Source: an optimization exercise on an open RTL-to-GDS flow (aim: small area). Production flows keep margins and buffers that such runs may drop.
In this exercise RTL edits were held to simulation tests only and were not proved equivalent to the original.
No activity file was given, so power comes from the tool's default toggle rates.

==> config.mk <==
export PLATFORM = sky130hd
export DESIGN_NAME = mbcore
export DESIGN_NICKNAME = mbcore
export VERILOG_FILES = /design/flow/design.v
export SDC_FILE = /design/flow/constraint.sdc
export NUM_CORES = 4
export LEC_CHECK = 0
export CAP_MARGIN = 20
export CORE_MARGIN = 2
export CORE_UTILIZATION = 55
export PLACE_DENSITY = 0.65
export SLEW_MARGIN = 20
==> constraint.sdc <==
create_clock -name core_clock -period 20.0 [get_ports {clk}]
set_input_delay 4.0000 -clock core_clock [delete_from_list [all_inputs] [get_ports {clk}]]
set_output_delay 4.0000 -clock core_clock [all_outputs]
set_load 0.01 [all_outputs]
==> design.v <==
module mbcore (
    input  wire        clk,
    input  wire        rst,             
    input  wire        host_valid,
    input  wire        host_write,
    input  wire [5:0]  host_addr,
    input  wire [31:0] host_wdata,
    output reg  [31:0] host_rdata,
    input  wire        tick,
    input  wire        link_mode,
    output reg         link_req,
    output reg  [1:0]  link_op,         
    output reg  [31:0] link_wdata,
    input  wire        link_ack,
    input  wire        link_err,
    input  wire [31:0] link_code,
    input  wire [31:0] link_rdata,
    output wire [31:0] pay_addr,
    input  wire [31:0] pay_rdata,
    input  wire [4:0]  img_addr,
    output reg  [31:0] img_data,
    output wire        ev_valid,
    output wire        ev_kind,
    output wire [31:0] ev_data
);
    localparam [15:0] CKS_POLY_P2P = 16'hA517;
    localparam [15:0] CKS_ACC0_P2P = 16'hFFF8;
    localparam [15:0] CKS_POLY_SH  = 16'hC37B;
    localparam [15:0] CKS_ACC0_SH  = 16'hC387;
    localparam [31:0] PROBE        = 32'hFA57B007;
    localparam [31:0] P_KEY_P2P    = 32'h20796220;
    localparam [31:0] P_KEY_SH     = 32'h43202F2F;
    localparam [31:0] P_IMAGE_LEN  = 32'd128;
    localparam [2:0] S_IDLE = 3'd0, S_SEND = 3'd1, S_ACK = 3'd2, S_SIZE = 3'd3,
                     S_STREAM = 3'd4, S_DONE = 3'd5, S_FAILED = 3'd6;
    localparam [1:0] F_PRECOND = 2'd0, F_TIMEOUT = 2'd1, F_TRANSPORT = 2'd2;
    reg [31:0] opa, opb, result;
    reg [2:0]  cmd_err;
    reg [3:0]  cmd_op;
    reg [15:0] cks_acc;
    reg [31:0] cks_hh, cks_hl;
    reg        cks_v, cks_mode;
    reg [31:0] ksc_seed;
    reg        ksc_v, ksc_mode;
    reg [2:0]  st;
    reg [1:0]  sb;
    reg [31:0] seq_len, seq_base;
    reg [4:0]  seq_att;
    reg [30:0] seq_wcnt;
    reg [31:0] seq_lastw, seq_terr;
    reg [1:0]  seq_wait;
    reg        evv;
    wire busy      = (st == S_SEND) || (st == S_ACK) || (st == S_SIZE) || (st == S_STREAM);
    wire in_send   = (st == S_SEND);
    wire in_ack    = (st == S_ACK);
    wire st_done   = (st == S_DONE);
    wire st_failed = (st == S_FAILED);
    wire [15:0] cks_poly = cks_mode ? CKS_POLY_P2P : (cks_v ? CKS_POLY_SH : 16'd0);
    wire [31:0] ksc_key  = ksc_mode ? P_KEY_P2P : (ksc_v ? P_KEY_SH : 32'd0);
    wire [1:0] seq_sub  = (in_send || in_ack) ? sb : 2'd0;
    wire [2:0] seq_code = st_done ? 3'd1 : (st_failed ? ({1'b0, sb} + 3'd2) : 3'd0);
    wire       seq_vm   = st_done & sb[0];
    always @* begin
        case (host_addr)
            6'h01: host_rdata = opa;
            6'h02: host_rdata = opb;
            6'h03: host_rdata = result;
            6'h04: host_rdata = {24'd0, cmd_op, 1'b0, cmd_err};
            6'h05: host_rdata = {16'd0, cks_acc};
            6'h06: host_rdata = {16'd0, cks_poly};
            6'h07: host_rdata = cks_hh;
            6'h08: host_rdata = cks_hl;
            6'h09: host_rdata = {30'd0, cks_mode, cks_v};
            6'h0A: host_rdata = ksc_seed;
            6'h0B: host_rdata = ksc_key;
            6'h0C: host_rdata = {30'd0, ksc_mode, ksc_v};
            6'h0D: host_rdata = {19'd0, busy, seq_vm, seq_code, 3'd0, seq_sub, st};
            6'h0E: host_rdata = seq_len;
            6'h0F: host_rdata = seq_base;
            6'h10: host_rdata = {27'd0, seq_att};
            6'h11: host_rdata = {1'b0, seq_wcnt};
            6'h12: host_rdata = seq_lastw;
            6'h13: host_rdata = seq_terr;
            6'h14: host_rdata = {30'd0, seq_wait};
            default: host_rdata = 32'd0;
        endcase
    end
    wire        host_wr = host_valid && host_write;
    wire        cmd_wr  = host_wr && (host_addr == 6'h00);
    wire [3:0]  c_op    = host_wdata[3:0];
    wire        c_mode  = host_wdata[4];
    reg  [2:0]  c_err;
    always @* begin
        if (c_op == 4'd0 || c_op > 4'd6)
            c_err = 3'd1;
        else if (host_wdata[31:5] != 27'd0)
            c_err = 3'd2;
        else if (c_mode && c_op != 4'd1 && c_op != 4'd4)
            c_err = 3'd2;
        else if ((c_op == 4'd2 || c_op == 4'd3) && !cks_v)
            c_err = 3'd3;
        else if (c_op == 4'd5 && !ksc_v)
            c_err = 3'd3;
        else if (c_op == 4'd6 && busy)
            c_err = 3'd4;
        else
            c_err = 3'd0;
    end
    wire do_cmd    = cmd_wr && (c_err == 3'd0);
    wire do_cinit  = do_cmd && (c_op == 4'd1);
    wire do_cfold  = do_cmd && (c_op == 4'd2 || c_op == 4'd3);
    wire do_kinit  = do_cmd && (c_op == 4'd4);
    wire do_xform  = do_cmd && (c_op == 4'd5);
    wire do_start  = do_cmd && (c_op == 4'd6);
    wire [31:0] crc_fin;
    wire        fin_c16;
    assign crc_fin[7:0] = cks_hh[7:0];
    mb_add #(8)  u_fin_lo (.a(cks_hh[15:8]),  .b(cks_hl[7:0]), .ci(1'b0),    .s(crc_fin[15:8]),  .co(fin_c16));
    mb_add #(16) u_fin_hi (.a(cks_hh[31:16]), .b(16'hFFFF),    .ci(fin_c16), .s(crc_fin[31:16]), .co());
    wire [31:0] crc_word = c_op[0] ? crc_fin : opa;    
    wire [15:0] fold_a;
    mb_crc u_crc (.a(cks_acc), .w(crc_word), .m(cks_mode), .f(fold_a));
    wire [31:0] ksc_next;
    mb_mul u_mul (.x(ksc_seed), .r(ksc_next));
    wire [31:0] ksc_offn;
    mb_add #(32) u_off (.a(opb), .b(32'h01FFFFFF), .ci(1'b0), .s(ksc_offn), .co());
    wire [31:0] ksc_masked = ~(ksc_next ^ opa ^ ksc_offn ^ ksc_key);
    wire more_c;
    mb_add #(30) u_more (.a(seq_wcnt[29:0]), .b(~seq_len[31:2]), .ci(seq_len[1:0] == 2'd0),
                         .s(), .co(more_c));
    wire seq_more = !seq_wcnt[30] && !more_c;
    wire [31:0] seq_expected;    
    mb_add #(32) u_exp (.a(seq_len), .b(32'h01FFFFFC), .ci(1'b0), .s(seq_expected), .co());
    wire vmatch_now = (seq_lastw == seq_expected);
    assign pay_addr[1:0] = seq_base[1:0];
    mb_add #(30) u_pay (.a(seq_base[31:2]), .b(seq_wcnt[29:0]), .ci(1'b0), .s(pay_addr[31:2]), .co());
    wire [30:0] wcnt_inc;
    mb_add #(31) u_winc (.a(seq_wcnt), .b(31'd0), .ci(1'b1), .s(wcnt_inc), .co());
    wire [4:0] att_inc;
    mb_add #(5)  u_ainc (.a(seq_att), .b(5'd0), .ci(1'b1), .s(att_inc), .co());
    always @* begin
        link_req   = 1'b0;
        link_op    = 2'd1;
        link_wdata = 32'd0;
        case (st)
            S_SEND: if (sb[0]) begin
                link_req   = 1'b1;
                link_op    = 2'd0;
                link_wdata = P_IMAGE_LEN;
            end
            S_ACK: if (sb == 2'd0) begin
                link_req   = 1'b1;
                link_wdata = PROBE;
            end else if (sb == 2'd1) begin
                link_req   = 1'b1;
                link_op    = 2'd2;
            end
            S_SIZE: begin
                link_req   = 1'b1;
                link_wdata = {2'b00, seq_len[31:2]};
            end
            S_STREAM: if (seq_more) begin
                link_req   = 1'b1;
                link_wdata = pay_rdata;
            end
            default: ;
        endcase
    end
    wire link_done = link_req && link_ack;
    assign ev_valid = evv;
    assign ev_kind  = st_done;
    assign ev_data  = seq_lastw;
    always @(posedge clk) begin
        if (rst) begin
            opa <= 32'd0; opb <= 32'd0; result <= 32'd0;
            cmd_err <= 3'd0; cmd_op <= 4'd0;
            cks_acc <= 16'd0; cks_hh <= 32'd0; cks_hl <= 32'd0;
            cks_v <= 1'b0; cks_mode <= 1'b0;
            ksc_seed <= 32'd0; ksc_v <= 1'b0; ksc_mode <= 1'b0;
            st <= S_IDLE; sb <= 2'd0;
            seq_len <= 32'd0; seq_base <= 32'd0; seq_att <= 5'd0;
            seq_wcnt <= 31'd0; seq_lastw <= 32'd0; seq_terr <= 32'd0; seq_wait <= 2'd0;
            evv <= 1'b0;
        end else begin
            evv <= 1'b0;
            if (host_wr && host_addr == 6'h01) opa <= host_wdata;
            if (host_wr && host_addr == 6'h02) opb <= host_wdata;
            if (cmd_wr) begin
                cmd_err <= c_err;
                cmd_op  <= c_op;
            end
            if (do_cinit) begin
                cks_acc  <= c_mode ? CKS_ACC0_P2P : CKS_ACC0_SH;
                cks_hh   <= opa;
                cks_hl   <= opb;
                cks_mode <= c_mode;
                cks_v    <= 1'b1;
            end
            if (do_cfold) begin
                cks_acc <= fold_a;
                result  <= {16'd0, fold_a};
            end
            if (do_kinit) begin
                ksc_seed <= opa;
                ksc_mode <= c_mode;
                ksc_v    <= 1'b1;
            end
            if (do_xform) begin
                ksc_seed <= ksc_next;
                result   <= ksc_masked;
            end
            if (do_start) begin
                seq_len   <= opa;
                seq_base  <= opb;
                seq_att   <= 5'd0;
                seq_wcnt  <= 31'd0;
                seq_lastw <= 32'd0;
                seq_terr  <= 32'd0;
                seq_wait  <= 2'd0;
                st        <= S_SEND;
                sb        <= 2'd0;
            end
            case (st)
                S_SEND: begin
                    if (!sb[0]) begin
                        if (link_mode) begin
                            st <= S_FAILED;
                            sb <= F_PRECOND;
                        end else begin
                            sb <= 2'd1;
                        end
                    end else if (link_done) begin
                        st <= S_ACK;
                        sb <= 2'd0;
                    end
                end
                S_ACK: begin
                    case (sb)
                        2'd0: if (link_done) begin
                            if (link_err) begin
                                seq_terr <= link_code;
                                st       <= S_FAILED;
                                sb       <= F_TRANSPORT;
                            end else begin
                                sb <= 2'd1;
                            end
                        end
                        2'd1: if (link_done) begin
                            if (link_err) begin
                                seq_terr <= link_code;
                                st       <= S_FAILED;
                                sb       <= F_TRANSPORT;
                            end else begin
                                seq_att <= att_inc;
                                if (link_rdata == PROBE) begin
                                    st <= S_SIZE;
                                    sb <= 2'd0;
                                end else begin
                                    sb       <= 2'd2;
                                    seq_wait <= 2'd3;
                                end
                            end
                        end
                        2'd2: begin
                            if (seq_wait == 2'd0) begin
                                if (!seq_att[4]) begin
                                    sb <= 2'd0;
                                end else begin
                                    st <= S_FAILED;
                                    sb <= F_TIMEOUT;
                                end
                            end else if (tick) begin
                                seq_wait <= seq_wait - 2'd1;
                            end
                        end
                        default: ;
                    endcase
                end
                S_SIZE: if (link_done) begin
                    if (link_err) begin
                        seq_terr <= link_code;
                        st       <= S_FAILED;
                        sb       <= F_TRANSPORT;
                    end else begin
                        st <= S_STREAM;
                    end
                end
                S_STREAM: begin
                    if (seq_more) begin
                        if (link_done) begin
                            if (link_err) begin
                                seq_terr <= link_code;
                                st       <= S_FAILED;
                                sb       <= F_TRANSPORT;
                            end else begin
                                seq_lastw <= pay_rdata;
                                seq_wcnt  <= wcnt_inc;
                                evv       <= 1'b1;
                            end
                        end
                    end else begin
                        st <= S_DONE;
                        sb <= {1'b0, vmatch_now};
                        evv <= vmatch_now;
                    end
                end
                default: ;
            endcase
        end
    end
    always @* begin
        case (img_addr)
            5'd0: img_data = 32'hDF21ACCD;
            5'd1: img_data = 32'h7AB381FF;
            5'd2: img_data = 32'h677F492C;
            5'd3: img_data = 32'h8D64B06C;
            5'd4: img_data = 32'h4E0CD47D;
            5'd5: img_data = 32'hFB85CCCB;
            5'd6: img_data = 32'hF9A3F02F;
            5'd7: img_data = 32'h4ADBCDCA;
            5'd8: img_data = 32'hDF6E6274;
            5'd9: img_data = 32'hC9AD9B24;
            5'd10: img_data = 32'hCE517C19;
            5'd11: img_data = 32'h35153EE0;
            5'd12: img_data = 32'hFA2C7A3A;
            5'd13: img_data = 32'hAA2562DF;
            5'd14: img_data = 32'hF7358AD1;
            5'd15: img_data = 32'h933063E4;
            5'd16: img_data = 32'h6CF363DF;
            5'd17: img_data = 32'h6C4B6EB4;
            5'd18: img_data = 32'h3ADA6B61;
            5'd19: img_data = 32'hCBE23B3C;
            5'd20: img_data = 32'hF81FACB4;
            5'd21: img_data = 32'hB41AB262;
            5'd22: img_data = 32'h4C4D9ED1;
            5'd23: img_data = 32'h870A7665;
            5'd24: img_data = 32'h1AC594A8;
            5'd25: img_data = 32'hC1D38B08;
            5'd26: img_data = 32'h90050224;
            5'd27: img_data = 32'h924478C2;
            5'd28: img_data = 32'hC241405D;
            5'd29: img_data = 32'h4BFF3D7D;
            5'd30: img_data = 32'h024B4379;
            5'd31: img_data = 32'h513D67A8;
        endcase
    end
endmodule
module mb_add #(parameter N = 32) (
    input  wire [N-1:0] a,
    input  wire [N-1:0] b,
    input  wire         ci,
    output wire [N-1:0] s,
    output wire         co
);
    wire [N:0] c;
    assign c[0] = ci;
    genvar i;
    generate
        for (i = 0; i < N; i = i + 1) begin : g_bit
            assign s[i]   = a[i] ^ b[i] ^ c[i];
            assign c[i+1] = (a[i] & b[i]) | (a[i] & c[i]) | (b[i] & c[i]);
        end
    endgenerate
    assign co = c[N];
endmodule
module mb_mul (input wire [31:0] x, output wire [31:0] r);
    wire s1 = x[2] ^ x[0];
    wire c2 = x[2] & x[0];
    wire s3 = x[3] ^ x[1] ^ x[0];
    wire c4 = (x[3] & x[1]) | (x[3] & x[0]) | (x[1] & x[0]);
    wire s5 = c2 ^ s3;
    wire c6 = c2 & s3;
    wire s7 = x[4] ^ x[2] ^ x[1];
    wire c8 = (x[4] & x[2]) | (x[4] & x[1]) | (x[2] & x[1]);
    wire s9 = c4 ^ c6 ^ s7;
    wire c10 = (c4 & c6) | (c4 & s7) | (c6 & s7);
    wire s11 = x[5] ^ x[3] ^ x[2];
    wire c12 = (x[5] & x[3]) | (x[5] & x[2]) | (x[3] & x[2]);
    wire s13 = c8 ^ c10 ^ s11;
    wire c14 = (c8 & c10) | (c8 & s11) | (c10 & s11);
    wire s15 = x[6] ^ x[4] ^ x[3];
    wire c16 = (x[6] & x[4]) | (x[6] & x[3]) | (x[4] & x[3]);
    wire s17 = c12 ^ c14 ^ s15;
    wire c18 = (c12 & c14) | (c12 & s15) | (c14 & s15);
    wire s19 = x[7] ^ x[5] ^ x[4];
    wire c20 = (x[7] & x[5]) | (x[7] & x[4]) | (x[5] & x[4]);
    wire s21 = x[0] ^ c16 ^ c18;
    wire c22 = (x[0] & c16) | (x[0] & c18) | (c16 & c18);
    wire s23 = s19 ^ s21;
    wire c24 = s19 & s21;
    wire s25 = x[8] ^ x[6] ^ x[5];
    wire c26 = (x[8] & x[6]) | (x[8] & x[5]) | (x[6] & x[5]);
    wire s27 = x[1] ^ c20 ^ c22;
    wire c28 = (x[1] & c20) | (x[1] & c22) | (c20 & c22);
    wire s29 = c24 ^ s25 ^ s27;
    wire c30 = (c24 & s25) | (c24 & s27) | (s25 & s27);
    wire s31 = x[9] ^ x[7] ^ x[6];
    wire c32 = (x[9] & x[7]) | (x[9] & x[6]) | (x[7] & x[6]);
    wire s33 = x[2] ^ c26 ^ c28;
    wire c34 = (x[2] & c26) | (x[2] & c28) | (c26 & c28);
    wire s35 = c30 ^ s31 ^ s33;
    wire c36 = (c30 & s31) | (c30 & s33) | (s31 & s33);
    wire s37 = x[10] ^ x[8] ^ x[7];
    wire c38 = (x[10] & x[8]) | (x[10] & x[7]) | (x[8] & x[7]);
    wire s39 = x[3] ^ c32 ^ c34;
    wire c40 = (x[3] & c32) | (x[3] & c34) | (c32 & c34);
    wire s41 = c36 ^ s37 ^ s39;
    wire c42 = (c36 & s37) | (c36 & s39) | (s37 & s39);
    wire s43 = x[11] ^ x[9] ^ x[8];
    wire c44 = (x[11] & x[9]) | (x[11] & x[8]) | (x[9] & x[8]);
    wire s45 = x[4] ^ c38 ^ c40;
    wire c46 = (x[4] & c38) | (x[4] & c40) | (c38 & c40);
    wire s47 = c42 ^ s43 ^ s45;
    wire c48 = (c42 & s43) | (c42 & s45) | (s43 & s45);
    wire s49 = x[12] ^ x[10] ^ x[9];
    wire c50 = (x[12] & x[10]) | (x[12] & x[9]) | (x[10] & x[9]);
    wire s51 = x[5] ^ c44 ^ c46;
    wire c52 = (x[5] & c44) | (x[5] & c46) | (c44 & c46);
    wire s53 = c48 ^ s49 ^ s51;
    wire c54 = (c48 & s49) | (c48 & s51) | (s49 & s51);
    wire s55 = x[13] ^ x[11] ^ x[10];
    wire c56 = (x[13] & x[11]) | (x[13] & x[10]) | (x[11] & x[10]);
    wire s57 = x[6] ^ c50 ^ c52;
    wire c58 = (x[6] & c50) | (x[6] & c52) | (c50 & c52);
    wire s59 = c54 ^ s55 ^ s57;
    wire c60 = (c54 & s55) | (c54 & s57) | (s55 & s57);
    wire s61 = x[14] ^ x[12] ^ x[11];
    wire c62 = (x[14] & x[12]) | (x[14] & x[11]) | (x[12] & x[11]);
    wire s63 = x[7] ^ c56 ^ c58;
    wire c64 = (x[7] & c56) | (x[7] & c58) | (c56 & c58);
    wire s65 = c60 ^ s61 ^ s63;
    wire c66 = (c60 & s61) | (c60 & s63) | (s61 & s63);
    wire s67 = x[15] ^ x[13] ^ x[12];
    wire c68 = (x[15] & x[13]) | (x[15] & x[12]) | (x[13] & x[12]);
    wire s69 = x[8] ^ c62 ^ c64;
    wire c70 = (x[8] & c62) | (x[8] & c64) | (c62 & c64);
    wire s71 = c66 ^ s67 ^ s69;
    wire c72 = (c66 & s67) | (c66 & s69) | (s67 & s69);
    wire s73 = x[16] ^ x[14] ^ x[13];
    wire c74 = (x[16] & x[14]) | (x[16] & x[13]) | (x[14] & x[13]);
    wire s75 = x[9] ^ c68 ^ c70;
    wire c76 = (x[9] & c68) | (x[9] & c70) | (c68 & c70);
    wire s77 = c72 ^ s73 ^ s75;
    wire c78 = (c72 & s73) | (c72 & s75) | (s73 & s75);
    wire s79 = x[17] ^ x[15] ^ x[14];
    wire c80 = (x[17] & x[15]) | (x[17] & x[14]) | (x[15] & x[14]);
    wire s81 = x[10] ^ c74 ^ c76;
    wire c82 = (x[10] & c74) | (x[10] & c76) | (c74 & c76);
    wire s83 = c78 ^ s79 ^ s81;
    wire c84 = (c78 & s79) | (c78 & s81) | (s79 & s81);
    wire s85 = x[18] ^ x[16] ^ x[15];
    wire c86 = (x[18] & x[16]) | (x[18] & x[15]) | (x[16] & x[15]);
    wire s87 = x[11] ^ c80 ^ c82;
    wire c88 = (x[11] & c80) | (x[11] & c82) | (c80 & c82);
    wire s89 = c84 ^ s85 ^ s87;
    wire c90 = (c84 & s85) | (c84 & s87) | (s85 & s87);
    wire s91 = x[19] ^ x[17] ^ x[16];
    wire c92 = (x[19] & x[17]) | (x[19] & x[16]) | (x[17] & x[16]);
    wire s93 = x[12] ^ c86 ^ c88;
    wire c94 = (x[12] & c86) | (x[12] & c88) | (c86 & c88);
    wire s95 = c90 ^ s91 ^ s93;
    wire c96 = (c90 & s91) | (c90 & s93) | (s91 & s93);
    wire s97 = x[20] ^ x[18] ^ x[17];
    wire c98 = (x[20] & x[18]) | (x[20] & x[17]) | (x[18] & x[17]);
    wire s99 = x[13] ^ c92 ^ c94;
    wire c100 = (x[13] & c92) | (x[13] & c94) | (c92 & c94);
    wire s101 = c96 ^ s97 ^ s99;
    wire c102 = (c96 & s97) | (c96 & s99) | (s97 & s99);
    wire s103 = x[21] ^ x[19] ^ x[18];
    wire c104 = (x[21] & x[19]) | (x[21] & x[18]) | (x[19] & x[18]);
    wire s105 = x[14] ^ c98 ^ c100;
    wire c106 = (x[14] & c98) | (x[14] & c100) | (c98 & c100);
    wire s107 = c102 ^ s103 ^ s105;
    wire c108 = (c102 & s103) | (c102 & s105) | (s103 & s105);
    wire s109 = x[22] ^ x[20] ^ x[19];
    wire c110 = (x[22] & x[20]) | (x[22] & x[19]) | (x[20] & x[19]);
    wire s111 = x[15] ^ c104 ^ c106;
    wire c112 = (x[15] & c104) | (x[15] & c106) | (c104 & c106);
    wire s113 = c108 ^ s109 ^ s111;
    wire c114 = (c108 & s109) | (c108 & s111) | (s109 & s111);
    wire s115 = x[23] ^ x[21] ^ x[20];
    wire c116 = (x[23] & x[21]) | (x[23] & x[20]) | (x[21] & x[20]);
    wire s117 = x[16] ^ c110 ^ c112;
    wire c118 = (x[16] & c110) | (x[16] & c112) | (c110 & c112);
    wire s119 = c114 ^ s115 ^ s117;
    wire c120 = (c114 & s115) | (c114 & s117) | (s115 & s117);
    wire s121 = x[24] ^ x[22] ^ x[21];
    wire c122 = (x[24] & x[22]) | (x[24] & x[21]) | (x[22] & x[21]);
    wire s123 = x[17] ^ c116 ^ c118;
    wire c124 = (x[17] & c116) | (x[17] & c118) | (c116 & c118);
    wire s125 = c120 ^ s121 ^ s123;
    wire c126 = (c120 & s121) | (c120 & s123) | (s121 & s123);
    wire s127 = x[25] ^ x[23] ^ x[22];
    wire c128 = (x[25] & x[23]) | (x[25] & x[22]) | (x[23] & x[22]);
    wire s129 = x[18] ^ c122 ^ c124;
    wire c130 = (x[18] & c122) | (x[18] & c124) | (c122 & c124);
    wire s131 = c126 ^ s127 ^ s129;
    wire c132 = (c126 & s127) | (c126 & s129) | (s127 & s129);
    wire s133 = x[26] ^ x[24] ^ x[23];
    wire c134 = (x[26] & x[24]) | (x[26] & x[23]) | (x[24] & x[23]);
    wire s135 = x[19] ^ c128 ^ c130;
    wire c136 = (x[19] & c128) | (x[19] & c130) | (c128 & c130);
    wire s137 = c132 ^ s133 ^ s135;
    wire c138 = (c132 & s133) | (c132 & s135) | (s133 & s135);
    wire s139 = x[27] ^ x[25] ^ x[24];
    wire c140 = (x[27] & x[25]) | (x[27] & x[24]) | (x[25] & x[24]);
    wire s141 = x[20] ^ c134 ^ c136;
    wire c142 = (x[20] & c134) | (x[20] & c136) | (c134 & c136);
    wire s143 = c138 ^ s139 ^ s141;
    wire c144 = (c138 & s139) | (c138 & s141) | (s139 & s141);
    wire s145 = x[28] ^ x[26] ^ x[25];
    wire c146 = (x[28] & x[26]) | (x[28] & x[25]) | (x[26] & x[25]);
    wire s147 = x[21] ^ c140 ^ c142;
    wire c148 = (x[21] & c140) | (x[21] & c142) | (c140 & c142);
    wire s149 = c144 ^ s145 ^ s147;
    wire c150 = (c144 & s145) | (c144 & s147) | (s145 & s147);
    wire s151 = x[29] ^ x[27] ^ x[26];
    wire c152 = (x[29] & x[27]) | (x[29] & x[26]) | (x[27] & x[26]);
    wire s153 = x[22] ^ c146 ^ c148;
    wire c154 = (x[22] & c146) | (x[22] & c148) | (c146 & c148);
    wire s155 = c150 ^ s151 ^ s153;
    wire c156 = (c150 & s151) | (c150 & s153) | (s151 & s153);
    wire s157 = x[30] ^ x[28] ^ x[27];
    wire c158 = (x[30] & x[28]) | (x[30] & x[27]) | (x[28] & x[27]);
    wire s159 = x[23] ^ c152 ^ c154;
    wire c160 = (x[23] & c152) | (x[23] & c154) | (c152 & c154);
    wire s161 = c156 ^ s157 ^ s159;
    wire c162 = (c156 & s157) | (c156 & s159) | (s157 & s159);
    wire [31:0] y0;
    assign y0[0] = x[0];
    assign y0[1] = x[1];
    assign y0[2] = s1;
    assign y0[3] = s5;
    assign y0[4] = s9;
    assign y0[5] = s13;
    assign y0[6] = s17;
    assign y0[7] = s23;
    assign y0[8] = s29;
    assign y0[9] = s35;
    assign y0[10] = s41;
    assign y0[11] = s47;
    assign y0[12] = s53;
    assign y0[13] = s59;
    assign y0[14] = s65;
    assign y0[15] = s71;
    assign y0[16] = s77;
    assign y0[17] = s83;
    assign y0[18] = s89;
    assign y0[19] = s95;
    assign y0[20] = s101;
    assign y0[21] = s107;
    assign y0[22] = s113;
    assign y0[23] = s119;
    assign y0[24] = s125;
    assign y0[25] = s131;
    assign y0[26] = s137;
    assign y0[27] = s143;
    assign y0[28] = s149;
    assign y0[29] = s155;
    assign y0[30] = s161;
    assign y0[31] = x[31] ^ x[29] ^ x[28] ^ x[24] ^ c158 ^ c160 ^ c162;
    wire [31:0] y = {y0[31], y0[30], y0[29], y0[28], y0[27], y0[26], y0[25], y0[24], y0[23], y0[22], y0[21], y0[20], y0[19], y0[18], y0[17], y0[16], y0[15], y0[14], y0[13], y0[12], y0[11], y0[10], y0[9], y0[8], y0[7], y0[6], y0[5], y0[4], y0[3], y0[2], y0[1], y0[0]};
    wire s163 = y[2] ^ y[1];
    wire c164 = y[2] | y[1];
    wire s165 = y[3] ^ c164;
    wire c166 = y[3] | c164;
    wire s167 = y[4] ^ c166;
    wire c168 = y[4] | c166;
    wire s169 = y[5] ^ c168;
    wire c170 = y[5] | c168;
    wire s171 = y[6] ^ c170;
    wire c172 = y[6] | c170;
    wire s173 = y[7] ^ c172;
    wire c174 = y[7] | c172;
    wire s175 = y[8] ^ c174;
    wire c176 = y[8] | c174;
    wire s177 = y[9] ^ x[0] ^ c176;
    wire c178 = (y[9] & x[0]) | (y[9] & c176) | (x[0] & c176);
    wire s179 = y[10] ^ x[1] ^ c178;
    wire c180 = (y[10] & x[1]) | (y[10] & c178) | (x[1] & c178);
    wire s181 = s177 ^ s179;
    wire c182 = s177 | s179;
    wire s183 = y[11] ^ x[2] ^ c180;
    wire c184 = (y[11] & x[2]) | (y[11] & c180) | (x[2] & c180);
    wire n185 = ~y[0];
    wire s186 = c182 ^ s183 ^ n185;
    wire c187 = (c182 & s183) | (c182 & n185) | (s183 & n185);
    wire s188 = y[12] ^ x[3] ^ c184;
    wire c189 = (y[12] & x[3]) | (y[12] & c184) | (x[3] & c184);
    wire n190 = ~y[1];
    wire s191 = c187 ^ s188 ^ n190;
    wire c192 = (c187 & s188) | (c187 & n190) | (s188 & n190);
    wire s193 = y[13] ^ x[4] ^ c189;
    wire c194 = (y[13] & x[4]) | (y[13] & c189) | (x[4] & c189);
    wire n195 = ~y[2];
    wire s196 = c192 ^ s193 ^ n195;
    wire c197 = (c192 & s193) | (c192 & n195) | (s193 & n195);
    wire s198 = y[14] ^ x[5] ^ c194;
    wire c199 = (y[14] & x[5]) | (y[14] & c194) | (x[5] & c194);
    wire n200 = ~y[3];
    wire s201 = c197 ^ s198 ^ n200;
    wire c202 = (c197 & s198) | (c197 & n200) | (s198 & n200);
    wire s203 = y[15] ^ x[6] ^ c199;
    wire c204 = (y[15] & x[6]) | (y[15] & c199) | (x[6] & c199);
    wire n205 = ~y[4];
    wire s206 = c202 ^ s203 ^ n205;
    wire c207 = (c202 & s203) | (c202 & n205) | (s203 & n205);
    wire s208 = y[16] ^ x[7] ^ c204;
    wire c209 = (y[16] & x[7]) | (y[16] & c204) | (x[7] & c204);
    wire n210 = ~y[5];
    wire s211 = c207 ^ s208 ^ n210;
    wire c212 = (c207 & s208) | (c207 & n210) | (s208 & n210);
    wire s213 = y[17] ^ x[8] ^ c209;
    wire c214 = (y[17] & x[8]) | (y[17] & c209) | (x[8] & c209);
    wire n215 = ~y[6];
    wire s216 = c212 ^ s213 ^ n215;
    wire c217 = (c212 & s213) | (c212 & n215) | (s213 & n215);
    wire s218 = y[18] ^ x[9] ^ c214;
    wire c219 = (y[18] & x[9]) | (y[18] & c214) | (x[9] & c214);
    wire n220 = ~y[7];
    wire s221 = c217 ^ s218 ^ n220;
    wire c222 = (c217 & s218) | (c217 & n220) | (s218 & n220);
    wire s223 = y[19] ^ x[10] ^ c219;
    wire c224 = (y[19] & x[10]) | (y[19] & c219) | (x[10] & c219);
    wire n225 = ~y[8];
    wire s226 = c222 ^ s223 ^ n225;
    wire c227 = (c222 & s223) | (c222 & n225) | (s223 & n225);
    wire s228 = y[20] ^ x[11] ^ c224;
    wire c229 = (y[20] & x[11]) | (y[20] & c224) | (x[11] & c224);
    wire n230 = ~y[9];
    wire s231 = c227 ^ s228 ^ n230;
    wire c232 = (c227 & s228) | (c227 & n230) | (s228 & n230);
    wire s233 = y[21] ^ x[12] ^ y[0];
    wire c234 = (y[21] & x[12]) | (y[21] & y[0]) | (x[12] & y[0]);
    wire s235 = c229 ^ c232 ^ s233;
    wire c236 = (c229 & c232) | (c229 & s233) | (c232 & s233);
    wire s237 = ~(y[10] ^ s235);
    wire c238 = y[10] | ~s235;
    wire s239 = y[22] ^ x[13] ^ y[1];
    wire c240 = (y[22] & x[13]) | (y[22] & y[1]) | (x[13] & y[1]);
    wire s241 = c234 ^ c236 ^ s239;
    wire c242 = (c234 & c236) | (c234 & s239) | (c236 & s239);
    wire n243 = ~s241;
    wire s244 = n243 ^ y[11] ^ c238;
    wire c245 = (n243 & y[11]) | (n243 & c238) | (y[11] & c238);
    wire s246 = y[23] ^ x[14] ^ y[2];
    wire c247 = (y[23] & x[14]) | (y[23] & y[2]) | (x[14] & y[2]);
    wire s248 = c240 ^ c242 ^ s246;
    wire c249 = (c240 & c242) | (c240 & s246) | (c242 & s246);
    wire n250 = ~s248;
    wire s251 = n250 ^ y[12] ^ c245;
    wire c252 = (n250 & y[12]) | (n250 & c245) | (y[12] & c245);
    wire s253 = y[24] ^ x[15] ^ y[3];
    wire c254 = (y[24] & x[15]) | (y[24] & y[3]) | (x[15] & y[3]);
    wire s255 = c247 ^ c249 ^ s253;
    wire c256 = (c247 & c249) | (c247 & s253) | (c249 & s253);
    wire s257 = y[13] ^ x[0] ^ c252;
    wire c258 = (y[13] & x[0]) | (y[13] & c252) | (x[0] & c252);
    wire s259 = s255 ^ s257;
    wire c260 = ~s255 & s257;
    wire s261 = y[25] ^ x[16] ^ y[4];
    wire c262 = (y[25] & x[16]) | (y[25] & y[4]) | (x[16] & y[4]);
    wire s263 = c254 ^ c256 ^ s261;
    wire c264 = (c254 & c256) | (c254 & s261) | (c256 & s261);
    wire s265 = y[14] ^ x[1] ^ c258;
    wire c266 = (y[14] & x[1]) | (y[14] & c258) | (x[1] & c258);
    wire n267 = ~s263;
    wire s268 = n267 ^ c260 ^ s265;
    wire c269 = (n267 & c260) | (n267 & s265) | (c260 & s265);
    wire s270 = y[26] ^ x[17] ^ y[5];
    wire c271 = (y[26] & x[17]) | (y[26] & y[5]) | (x[17] & y[5]);
    wire s272 = c262 ^ c264 ^ s270;
    wire c273 = (c262 & c264) | (c262 & s270) | (c264 & s270);
    wire s274 = y[15] ^ x[2] ^ c266;
    wire c275 = (y[15] & x[2]) | (y[15] & c266) | (x[2] & c266);
    wire n276 = ~s272;
    wire s277 = n276 ^ c269 ^ s274;
    wire c278 = (n276 & c269) | (n276 & s274) | (c269 & s274);
    wire s279 = y[27] ^ x[18] ^ y[6];
    wire c280 = (y[27] & x[18]) | (y[27] & y[6]) | (x[18] & y[6]);
    wire s281 = c271 ^ c273 ^ s279;
    wire c282 = (c271 & c273) | (c271 & s279) | (c273 & s279);
    wire s283 = y[16] ^ x[3] ^ c275;
    wire c284 = (y[16] & x[3]) | (y[16] & c275) | (x[3] & c275);
    wire n285 = ~s281;
    wire s286 = n285 ^ c278 ^ s283;
    wire c287 = (n285 & c278) | (n285 & s283) | (c278 & s283);
    wire s288 = y[28] ^ x[19] ^ y[7];
    wire c289 = (y[28] & x[19]) | (y[28] & y[7]) | (x[19] & y[7]);
    wire s290 = c280 ^ c282 ^ s288;
    wire c291 = (c280 & c282) | (c280 & s288) | (c282 & s288);
    wire s292 = y[17] ^ x[4] ^ c284;
    wire c293 = (y[17] & x[4]) | (y[17] & c284) | (x[4] & c284);
    wire n294 = ~s290;
    wire s295 = n294 ^ c287 ^ s292;
    wire c296 = (n294 & c287) | (n294 & s292) | (c287 & s292);
    wire s297 = y[29] ^ x[20] ^ y[8];
    wire c298 = (y[29] & x[20]) | (y[29] & y[8]) | (x[20] & y[8]);
    wire s299 = c289 ^ c291 ^ s297;
    wire c300 = (c289 & c291) | (c289 & s297) | (c291 & s297);
    wire s301 = y[18] ^ x[5] ^ c293;
    wire c302 = (y[18] & x[5]) | (y[18] & c293) | (x[5] & c293);
    wire n303 = ~s299;
    wire s304 = n303 ^ c296 ^ s301;
    wire c305 = (n303 & c296) | (n303 & s301) | (c296 & s301);
    wire s306 = y[30] ^ x[21] ^ y[9];
    wire c307 = (y[30] & x[21]) | (y[30] & y[9]) | (x[21] & y[9]);
    wire s308 = c298 ^ c300 ^ s306;
    wire c309 = (c298 & c300) | (c298 & s306) | (c300 & s306);
    wire s310 = y[19] ^ x[6] ^ c302;
    wire c311 = (y[19] & x[6]) | (y[19] & c302) | (x[6] & c302);
    wire n312 = ~s308;
    wire s313 = n312 ^ c305 ^ s310;
    wire c314 = (n312 & c305) | (n312 & s310) | (c305 & s310);
    wire [31:0] r0;
    assign r0[0] = y[0];
    assign r0[1] = y[1];
    assign r0[2] = s163;
    assign r0[3] = s165;
    assign r0[4] = s167;
    assign r0[5] = s169;
    assign r0[6] = s171;
    assign r0[7] = s173;
    assign r0[8] = s175;
    assign r0[9] = s177;
    assign r0[10] = s181;
    assign r0[11] = s186;
    assign r0[12] = s191;
    assign r0[13] = s196;
    assign r0[14] = s201;
    assign r0[15] = s206;
    assign r0[16] = s211;
    assign r0[17] = s216;
    assign r0[18] = s221;
    assign r0[19] = s226;
    assign r0[20] = s231;
    assign r0[21] = s237;
    assign r0[22] = s244;
    assign r0[23] = s251;
    assign r0[24] = s259;
    assign r0[25] = s268;
    assign r0[26] = s277;
    assign r0[27] = s286;
    assign r0[28] = s295;
    assign r0[29] = s304;
    assign r0[30] = s313;
    assign r0[31] = y[31] ^ x[22] ^ y[20] ^ y[10] ^ x[7] ^ x[0] ^ c307 ^ c309 ^ c311 ^ c314;
    assign r = {~r0[31], r0[30], r0[29], r0[28], r0[27], r0[26], r0[25], ~r0[24], r0[23], r0[22], ~r0[21], ~r0[20], ~r0[19], ~r0[18], ~r0[17], ~r0[16], ~r0[15], ~r0[14], ~r0[13], ~r0[12], ~r0[11], r0[10], r0[9], r0[8], r0[7], r0[6], r0[5], r0[4], r0[3], r0[2], r0[1], ~r0[0]};
endmodule
module mb_crc (input wire [15:0] a, input wire [31:0] w, input wire m, output wire [15:0] f);
    wire [15:0] u = a ^ w[15:0];
    wire x32 = u[4] ^ w[25];
    wire x33 = u[2] ^ w[23];
    wire x34 = u[5] ^ w[26];
    wire x35 = u[6] ^ w[27];
    wire x36 = u[1] ^ u[15];
    wire x37 = u[3] ^ w[24];
    wire x38 = w[28] ^ w[31];
    wire x39 = u[0] ^ u[8];
    wire x40 = u[7] ^ u[13];
    wire x41 = u[1] ^ w[21];
    wire x42 = u[9] ^ w[30];
    wire x43 = u[11] ^ u[14];
    wire x44 = u[7] ^ x33;
    wire x45 = u[8] ^ u[10];
    wire x46 = u[11] ^ w[22];
    wire x47 = u[12] ^ w[29];
    wire x48 = u[14] ^ w[16];
    wire x49 = w[17] ^ x38;
    wire x50 = w[20] ^ w[30];
    wire x51 = u[0] ^ u[9];
    wire x52 = u[2] ^ u[12];
    wire x53 = u[3] ^ x32;
    wire x54 = u[10] ^ w[26];
    wire x55 = u[15] ^ w[20];
    wire x56 = u[15] ^ w[28];
    wire x57 = w[16] ^ x35;
    wire x58 = w[17] ^ x36;
    wire x59 = w[18] ^ w[22];
    wire x60 = w[19] ^ w[29];
    wire x61 = w[21] ^ w[22];
    wire x62 = x35 ^ x39;
    wire x63 = u[0] ^ w[31];
    wire x64 = u[1] ^ x42;
    wire x65 = u[2] ^ u[6];
    wire x66 = u[3] ^ w[29];
    wire x67 = u[4] ^ u[14];
    wire x68 = u[5] ^ w[19];
    wire x69 = u[9] ^ w[17];
    wire x70 = u[10] ^ w[28];
    wire x71 = u[12] ^ x33;
    wire x72 = u[13] ^ w[25];
    wire x73 = u[13] ^ x39;
    wire x74 = w[16] ^ w[27];
    wire x75 = w[17] ^ x34;
    wire x76 = w[18] ^ w[23];
    wire x77 = w[18] ^ x41;
    wire x78 = w[19] ^ x46;
    wire x79 = w[20] ^ x32;
    wire x80 = w[21] ^ x49;
    wire x81 = w[24] ^ w[27];
    wire x82 = w[24] ^ x43;
    wire x83 = w[25] ^ x55;
    wire x84 = w[26] ^ x48;
    wire x85 = w[29] ^ x34;
    wire x86 = w[30] ^ x53;
    wire x87 = w[31] ^ x61;
    wire x88 = x32 ^ x40;
    wire x89 = x34 ^ x36;
    wire x90 = x37 ^ x43;
    wire x91 = x37 ^ x45;
    wire x92 = x41 ^ x62;
    wire x93 = x44 ^ x60;
    assign f[0] = (u[13] ^ x32 ^ x36 ^ x52 ^ x87) ^ (m ? (x37 ^ x69 ^ x70) : (w[18] ^ x48 ^ x62 ^ x85));
    assign f[1] = (u[9] ^ x47 ^ x76 ^ x80) ^ (m ? (w[16] ^ x82 ^ x89) : (u[7] ^ w[19] ^ x39 ^ x86));
    assign f[2] = (w[19] ^ w[21] ^ x42 ^ x57) ^ (m ? (u[1] ^ u[4] ^ w[18] ^ x38 ^ x66) : (u[10] ^ u[14] ^ w[24] ^ x52 ^ x83));
    assign f[3] = (u[3] ^ w[21] ^ x40 ^ x83) ^ (m ? (w[24] ^ x47 ^ x64 ^ x68) : (w[16] ^ x46 ^ x49 ^ x54));
    assign f[4] = (x63 ^ x65 ^ x72) ^ (m ? (u[4] ^ x45 ^ x50 ^ x61 ^ x84) : (u[5] ^ u[11] ^ w[23] ^ x58));
    assign f[5] = (u[5] ^ x81 ^ x88) ^ (m ? (w[28] ^ x43 ^ x54 ^ x71) : (u[8] ^ u[15] ^ x66 ^ x87));
    assign f[6] = (u[13] ^ w[27] ^ x47 ^ x56) ^ (m ? (u[6] ^ u[8] ^ w[25] ^ x34 ^ x90) : (w[31] ^ x33 ^ x42 ^ x77));
    assign f[7] = (u[12] ^ w[26] ^ w[30] ^ x32 ^ x35 ^ x56) ^ (m ? (w[29] ^ x40 ^ x48 ^ x51) : (x68 ^ x77 ^ x91));
    assign f[8] = (x38 ^ x40 ^ x74 ^ x85) ^ (m ? (u[14] ^ w[30] ^ x45 ^ x58) : (x51 ^ x65 ^ x78 ^ x79));
    assign f[9] = (u[10] ^ u[13] ^ w[16] ^ x59 ^ x86) ^ (m ? (x47 ^ x82 ^ x92) : (x44 ^ x49 ^ x55));
    assign f[10] = (x58 ^ x71 ^ x72 ^ x78) ^ (m ? (u[7] ^ x34 ^ x38 ^ x42 ^ x67) : (x35 ^ x37));
    assign f[11] = (w[28] ^ x76 ^ x79 ^ x84) ^ (m ? (u[5] ^ w[22] ^ w[29] ^ x69 ^ x92) : (x37 ^ x40 ^ x52));
    assign f[12] = (u[15] ^ w[21] ^ x60 ^ x75 ^ x81) ^ (m ? (u[6] ^ x44 ^ x59 ^ x64 ^ x70) : (u[14] ^ x53 ^ x73));
    assign f[13] = (w[25] ^ w[28] ^ x50 ^ x57 ^ x59) ^ (m ? (u[11] ^ w[31] ^ x91 ^ x93) : (x51 ^ x67 ^ x89));
    assign f[14] = (x36 ^ x54 ^ x93) ^ (m ? (x46 ^ x50 ^ x73) : (u[5] ^ x57 ^ x80));
    assign f[15] = (u[12] ^ x41 ^ x50 ^ x63 ^ x90) ^ (m ? (u[8] ^ u[9] ^ x33 ^ x74) : (x56 ^ x75 ^ x88));
endmodule
==> flow/run.sh <==
#!/bin/bash
# Own layout flow: the standard flow (standard.sh) with these changes:
#  - synthesis runs ORFS's synthesis scripts with Yosys's early "abc -fast"
#    skipped (SYNTH_ARGS=-noabc), so the generated full-adder structure reaches
#    extract_fa unchanged, and with flow/abc.script as the ABC mapping script
#    (deeper area-oriented optimisation);
#  - the port buffers placed on every input and output are buf_1 cells;
#  - clock tree synthesis uses clkbuf_4/clkbuf_8, larger sink clusters and no
#    dummy loads.
# Each tool's output goes to a log file of its own in the work folder.
set -euo pipefail
WORK=$(pwd)
rm -rf "$WORK/scripts_abc"
cp -r "$FLOW_HOME/scripts" "$WORK/scripts_abc"
cp "$WORK/flow/abc.script" "$WORK/scripts_abc/abc_speed.script"
bash "$WORK/standard.sh" "SCRIPTS_DIR=$WORK/scripts_abc" "SYNTH_ARGS=-noabc" synth > "$WORK/synth.log" 2>&1
bash "$WORK/standard.sh" \
  "BUFFER_PORTS_ARGS=-buffer_cell sky130_fd_sc_hd__buf_1" \
  "CTS_ARGS=-sink_clustering_enable -repair_clock_nets -dont_use_dummy_load -sink_clustering_size 14 -sink_clustering_max_diameter 50 -buf_list {sky130_fd_sc_hd__clkbuf_4 sky130_fd_sc_hd__clkbuf_8}" \
  finish > "$WORK/layout.log" 2>&1
test -f "$WORK/out/final.def"
==> flow/abc.script <==
strash
&get -n
&deepsyn -T 60
&put
&get -n
&st
&dch
&nf
&put
topo
==> standard.sh <==
#!/bin/bash
# synth_recipe.tcl (not shown) runs the flow's synth.tcl, then flattens the netlist and writes it again
# the make line also repeats each setting of config.mk as NAME=value (left out here)
make -C /OpenROAD-flow-scripts/flow DESIGN_CONFIG=/design/flow/config.mk WORK_HOME=/design/flow/orfs CLKGATE_MAP_FILE= SYNTH_SCRIPT=/design/flow/synth_recipe.tcl "${@:-finish}"
==> results of run 1 <==
power groups by stage:
| stage | Clock [mW] | Sequential [mW] | Combinational (mW) |
|---|---|---|---|
| floorplan | 0 | 0.796 | 0.0980 |
| global route | 0.468 | 0.778 | 0.184 |
| CTS | 0.436 | 0.778 | 0.170 |
| global placement | 0 | 0.796 | 0.169 |
| detailed placement | 0 | 0.796 | 0.169 |
| finish | 0.440 | 0.778 | 0.175 |
worst register-to-register path, delay by kind of cell, from the launching register on:
kind / cells / cell delay [ps]
adders and majority gates: 34 / 14790
xor gates and xnor gates: 5 / 1010
DFF: 1 / 870
buffers and inverters: 2 / 180
AOI/OAI and AO/OA: 2 / 180
and+or+nand+nor: 1 / 70
worst paths after layout:
check        slack, ps  cells past startpoint                startpoint                       to
max               2790                     44  ksc_seed[0]$_SDFFE_PP0P_  result[31]$_SDFFE_PP0P_
max reg2reg       2790                     44  ksc_seed[0]$_SDFFE_PP0P_  result[31]$_SDFFE_PP0P_
min reg2reg        470                      2   result[18]$_SDFFE_PP0P_  result[18]$_SDFFE_PP0P_
min                470                      2   result[18]$_SDFFE_PP0P_  result[18]$_SDFFE_PP0P_
logic make-up (layout without fill, tap and decap cells):
kind of cell    count (synthesis)  after routing  synth area share
mux                            24             24           0.00984
fa+ha+maj                     296            296             0.197
other cells                     0              3                 0
buf+inv                       150            569            0.0226
flops                         391            391             0.309
simple gates                  549            549            0.0999
xor+xnor                      300            300             0.104
compound gates                849            849             0.258
routing by layer:
metal,GRT usage,part of all wire,vias up
met2,0.668,0.43,2018
met5,0,0,-
li1,-,-,10600
met1,0.572,0.37,12200
met4,0.258,0.074,0
met3,0.101,0.12,453
area by class of cell:
cell class,count,area [µm²],area share
multi-input combinational,2018,17000,0.600
sequential,391,7830,0.275
timing repair buffer,383,1710,0.0601
tap,600,751,0.0264
inverter,148,556,0.0195
clock buffer,38,523,0.0184
antenna,3,7.51,0.000264
sequential cells by signal, summed over array words and instances, names as in the netlist, 2 cells and up:
name	cells
seq_base	32
seq_wcnt	31
opb	32
cmd_err	3
opa	32
seq_att	5
st	3
cks_acc	16
result	32
cks_hh	32
seq_lastw	32
seq_terr	32
sb	2
seq_wait	2
cmd_op	4
seq_len	32
cks_hl	32
ksc_seed	32
layout by cell type, fill, tap and decap left out, types with 7 or more instances in the layout:
master,Yosys,routed
a211oi_1,14,14
clkinv_1,148,148
a32o_1,58,58
a221oi_1,32,32
nor2b_1,16,16
a2111oi_0,7,7
nor3_1,34,28
dfxtp_1,391,391
fa_1,170,170
nor2_2,0,9
mux2_1,7,7
o22ai_1,22,22
o21ai_0,147,145
nand2b_1,12,12
a221o_1,16,16
ha_1,126,126
nand3_1,46,46
a21o_1,14,14
xor2_1,107,106
clkbuf_8,0,38
and2_0,12,11
a31oi_1,10,10
buf_4,2,71
or2_0,7,7
buf_1,0,309
a222oi_1,85,85
nand2_1,214,214
nand4_1,22,22
a21oi_1,94,92
nor4_1,20,17
and3_1,14,13
mux2i_1,17,17
nor2_1,125,112
a22o_1,222,222
o221ai_1,7,7
xnor2_1,193,193
a22oi_1,75,75
stage by stage:
stage / std cells / worst slack [ps] / cell area, µm² / util
6_report: 3581 / 2790 / 28400 / 0.626
5_1_grt: 3580 / 2030 / 28400 / 0.626
4_1_cts: 3578 / 2680 / 28400 / 0.626
3_5_place_dp: 3540 / 2720 / 27900 / 0.614
3_3_place_gp: 3539 / 3010 / 27900 / 0.614
2_1_floorplan: 2559 / 3680 / 25300 / -
==> run notes, run 1 <==
CP Max Fanout 12; die area around 48000 µm²; total power approximately 1.4 mW; # IOs 312; post-synth top area cell dfxtp_1; EDFF count, synth 0; grt total ovfl 0; hold-fix buffers at CTS 0; initial core utilization 0.557; Clk pwr share 0.316; Clock Tree Buf Depth 3; Power Density between 40 and 50 nW/µm²; maximum capacitance violations 0; Die X 218 µm; Antenna Nets Post-Route 0; RSZ-0062 raised after global routing false; H-tree Lvls 2; Fill cells 3985; Die H approximately 220 µm; crit path launch type register; layout cells sized above 1 0.0470; CTS clk-pin slew, worst paths roughly 90 ps; Avg Inst Size Synth 9.89 µm²; cts repair resizes 0; status no timing/DRC/antenna violations; Max Slew Vio Count 0; most frequent cell after synthesis dfxtp_1; synth warn 1; Yosys top cell area share 0.309; syn nets around 3000; number of synthesized register bits 391; final setup vio count 0; synth top area cells dfxtp_1 (31%), fa_1 (13%), a22o_1 (7.7%); CTS tree done; skew final 65.3 ps; Peak VDD IR 0.0453 mV; final worst-path cycle share 0.861; Starting DRT DRC Count approximately 4300; most frequent CP cell fa_1; static leakage about 11 nW; Setup Buffers After CTS 0; ys async rst share 0; final WL 106000 µm; total CTS buffers 38; kind of critical path reg -> reg; top cells by count, synth dfxtp_1 (391), a22o_1 (222), nand2_1 (214); largest net degree at the start of global routing 65; DR WL/cell just under 30 µm; switching component of the power 0.385 mW; CP Buf/Inv Count 2; vias 25300; hpwl dp between 70000 and 80000 µm; vias in the first global route around 24000; CP top delay family adder cells; Sink Count 391; DR DRC count 0; GP Congestion 1.05; IO Port Bufs 311; Slew headroom 0.213; Crit path largest cell delay 870 ps; slowest cell on the critical path dfxtp_1; first-pass GRT wire length between 150000 and 200000 µm; Cell variety after synth a little over 60; Hold WC Path Type reg -> reg; Total GRT Usage 0.439; internal power 1.01 mW; sequential group share of total power 0.559; Comb power frac 0.125; switching part of the total 0.277; num rows 78; CTS root buf clkbuf_8; Critical Path Sink Type register; min cycle time layout approximately 17000 ps; register area share after synthesis 0.309; area of the core 45400 µm²; Peak Freq between 50 and 60 MHz; Synth Flop Type dfxtp_1; post-synthesis instance total between 2000 and 3000; vias per inst 7.05; setup_tns 0 ps; CP required 20500 ps; Area growth syn-to-layout 12.3%; worst slew pin tran 1170 ps; Skew-Pair Late Insertion Delay roughly 620 ps; hold_ws around 470 ps; Pre-Repair DR Iteration Count 9; Post-Syn Area 25300 µm²; initial antenna violation count 3; crit path DAT 17710 ps; final hold vios 0; nets between 3000 and 4000
==> inputs of run 2 (changes only) <==
--- a/flow/run.sh
+++ b/flow/run.sh
@@ -16,6 +16,6 @@
 bash "$WORK/standard.sh" "SCRIPTS_DIR=$WORK/scripts_abc" "SYNTH_ARGS=-noabc" synth > "$WORK/synth.log" 2>&1
 bash "$WORK/standard.sh" \
   "BUFFER_PORTS_ARGS=-buffer_cell sky130_fd_sc_hd__buf_1" \
-  "CTS_ARGS=-sink_clustering_enable -repair_clock_nets -dont_use_dummy_load -sink_clustering_size 14 -sink_clustering_max_diameter 50 -buf_list {sky130_fd_sc_hd__clkbuf_4 sky130_fd_sc_hd__clkbuf_8}" \
+  "CTS_ARGS=-sink_clustering_enable -repair_clock_nets -dont_use_dummy_load -sink_clustering_size 16 -sink_clustering_max_diameter 55 -buf_list {sky130_fd_sc_hd__clkbuf_4 sky130_fd_sc_hd__clkbuf_8}" \
   finish > "$WORK/layout.log" 2>&1
 test -f "$WORK/out/final.def"
--- a/config.mk
+++ b/config.mk
@@ -5,8 +5,8 @@
 export SDC_FILE = /design/flow/constraint.sdc
 export NUM_CORES = 4
 export LEC_CHECK = 0
-export CAP_MARGIN = 20
+export CAP_MARGIN = 10
 export CORE_MARGIN = 2
 export CORE_UTILIZATION = 55
 export PLACE_DENSITY = 0.65
-export SLEW_MARGIN = 20
+export SLEW_MARGIN = 10
==> run notes, run 2 <==
status no timing/DRC/antenna violations; final WL approximately 110000 µm; most frequent cells in the layout dfxtp_1 (391), buf_1 (309), a22o_1 (222), nand2_1 (214), xnor2_1 (193); final worst-path cycle share 0.860; Clock Tree Buf Depth 3; final instance area 28400 µm²; most frequent CP cell fa_1; # IOs 312; Fill cells 3988; CTS tree done; CTS root buf clkbuf_8; Critical Path Sink Type register; vias 25200; Die H 218 µm; top cells by count, synth dfxtp_1 (391), a22o_1 (222), nand2_1 (214); EDFF count, synth 0; post-synth top area cell dfxtp_1; Total GRT Usage 0.437; min cycle time layout 17200 ps; die area 47700 µm²; Area growth syn-to-layout 12.1%; Antenna Nets Post-Route 0; syn nets 3002; Yosys top cell area share 0.309; hpwl dp 79700 µm; Cell variety after synth 62; largest net degree at the start of global routing 65; hold_ws 469 ps; initial core utilization 0.557; Die X 218 µm; Slew headroom 0.176; Power Density a little under 50 nW/µm²; GP Congestion about 1.0; nets 3419; Synth Flop Type dfxtp_1; register area share after synthesis 0.309; non-filler cells, final 3578; total power 1.38 mW; most frequent cell after synthesis dfxtp_1; Max Slew Vio Count 0; vias in the first global route between 20000 and 25000; synth warn 1; static leakage 11.2 nW; Avg Inst Size Synth between 9 and 10 µm²; synth top area cells dfxtp_1 (31%), fa_1 (13%), a22o_1 (7.7%); hold-fix buffers at CTS 0; DR WL/cell just under 30 µm; CP Buf/Inv Count 2; Final Util 0.625; post-synthesis instance total 2559; CP Max Fanout 12; first-pass GRT wire length 156000 µm; layout cells sized above 1 0.0454; crit path launch type register; Peak VDD IR 0.0445 mV; Hold WC Path Type reg -> reg; pre-CTS setup slack 2730 ps; Placement Cell Area 27900 µm²; Reg area 7830 µm²; initial antenna violation count 5; placed cell count 3539; kind of critical path reg -> reg; Skew-Pair Late Insertion Delay 610 ps; H-tree Lvls 2; crit path DAT 17700 ps; maximum capacitance violations 0; slowest cell on the critical path dfxtp_1; total CTS buffers 34; Setup Buffers After CTS 0; grt total ovfl 0; num rows 78; Pre-Repair DR Iteration Count 9; number of synthesized register bits 391; vias per inst slightly above 7; area of the core approximately 45000 µm²; footprint of the multi-input gates 17000 µm²; most common cell after layout, fill and taps aside dfxtp_1; setup_tns 0 ps; ys async rst share 0; Peak Freq 58.1 MHz; skew final 59.0 ps; Crit path largest cell delay 880 ps; CP required 20490 ps; final setup vio count 0; worst slew pin tran 1230 ps; DR DRC count 0; IO Port Bufs about 310; cts repair resizes 0; Starting DRT DRC Count approximately 4600; final hold vios 0; CP top delay family adder cells; Post-Syn Area 25300 µm²; final worst-path setup slack 2800 ps; CTS clk-pin slew, worst paths 100 ps; RSZ-0062 raised after global routing false; Sink Count 391
## run 2: cell counts after synthesis
No cell type changed its count.
## run 2: cell type report
cell class,instances,area share
diodes,4,0.000353
well taps,600,0.0265
clock buffers,34,0.0165
multi-input cells,2018,0.600
repair buffers,383,0.0607
inverters,148,0.0196
flip-flops and latches,391,0.276
## run 2: worst paths after layout
kind	from	end	slack (ps)	cells after the start
worst max-delay path	ksc_seed[0]$_SDFFE_PP0P_	result[31]$_SDFFE_PP0P_	2800	44
worst min-delay path	result[23]$_SDFFE_PP0P_	result[23]$_SDFFE_PP0P_	470	2
worst max register to register	ksc_seed[0]$_SDFFE_PP0P_	result[31]$_SDFFE_PP0P_	2800	44
worst min register to register	result[23]$_SDFFE_PP0P_	result[23]$_SDFFE_PP0P_	470	2
## run 2: cell families (layout without fill, tap and decap cells)
family	after synthesis	after routing	share of synthesized area
DFF	391	391	0.309
other	0	4	0
xor gates and xnor gates	300	300	0.104
buffers and inverters	150	565	0.0226
adders and majority gates	296	296	0.197
and+or+nand+nor	549	549	0.0999
muxes	24	24	0.00984
AOI/OAI and AO/OA	849	849	0.258
## run 2: metal layers
metal  routed length (µm)  part of all wire  vias to the layer above  global-route usage
met5                   12           0.00011                        -                   0
met4                 7470             0.071                        2               0.246
met3                12800              0.12                      441              0.0953
met2                46200              0.44                     1973               0.672
met1                39400              0.37                    12200               0.571
li1                     -                 -                    10600                   -
## run 2: worst min-delay path, delay by kind of cell, from the launching register on
| family | cells | cell delay (ps) |
|---|---|---|
| DFF | 1 | 340 |
| and+or+nand+nor | 1 | 40 |
| AOI/OAI and AO/OA | 1 | 60 |
## run 2: power breakdown
| part | internal (mW) | switching (mW) | leakage (nW) | total, mW |
|---|---|---|---|---|
| sequential | 0.778 | 0.000253 | 3.15 | 0.778 |
| clock | 0.153 | 0.269 | 0.244 | 0.422 |
| combinational | 0.0593 | 0.115 | 7.80 | 0.175 |
| total | 0.991 | 0.385 | 11.2 | 1.38 |

==> what the ideal ports hide <==
Ports are ideal in the flow. The routed layouts listed here were re-timed in OpenROAD. Step 1 assumes that a clkbuf_16 drives the clock port and a buf_2 every other input. Step 2, shift: input delay + t, output delay - t, t = (earliest + latest rising clock arrival at the registers) / 2. This alone moves slack from input paths to output paths. Slacks: ideal / step 1 / step 2; pairs: ideal / step 1.
run | t (ns) | slack for setup (ns) | clock arrival spread, ns | worst register clock-pin slew, ns
run 1 | 0.642 | 2.787 / 2.787 / 2.787 | 0.066 / 0.066 | 0.10 / 0.10
run 2 | 0.633 | 2.799 / 2.799 / 2.799 | 0.059 / 0.059 | 0.11 / 0.11
After both steps every run listed still meets setup and hold.
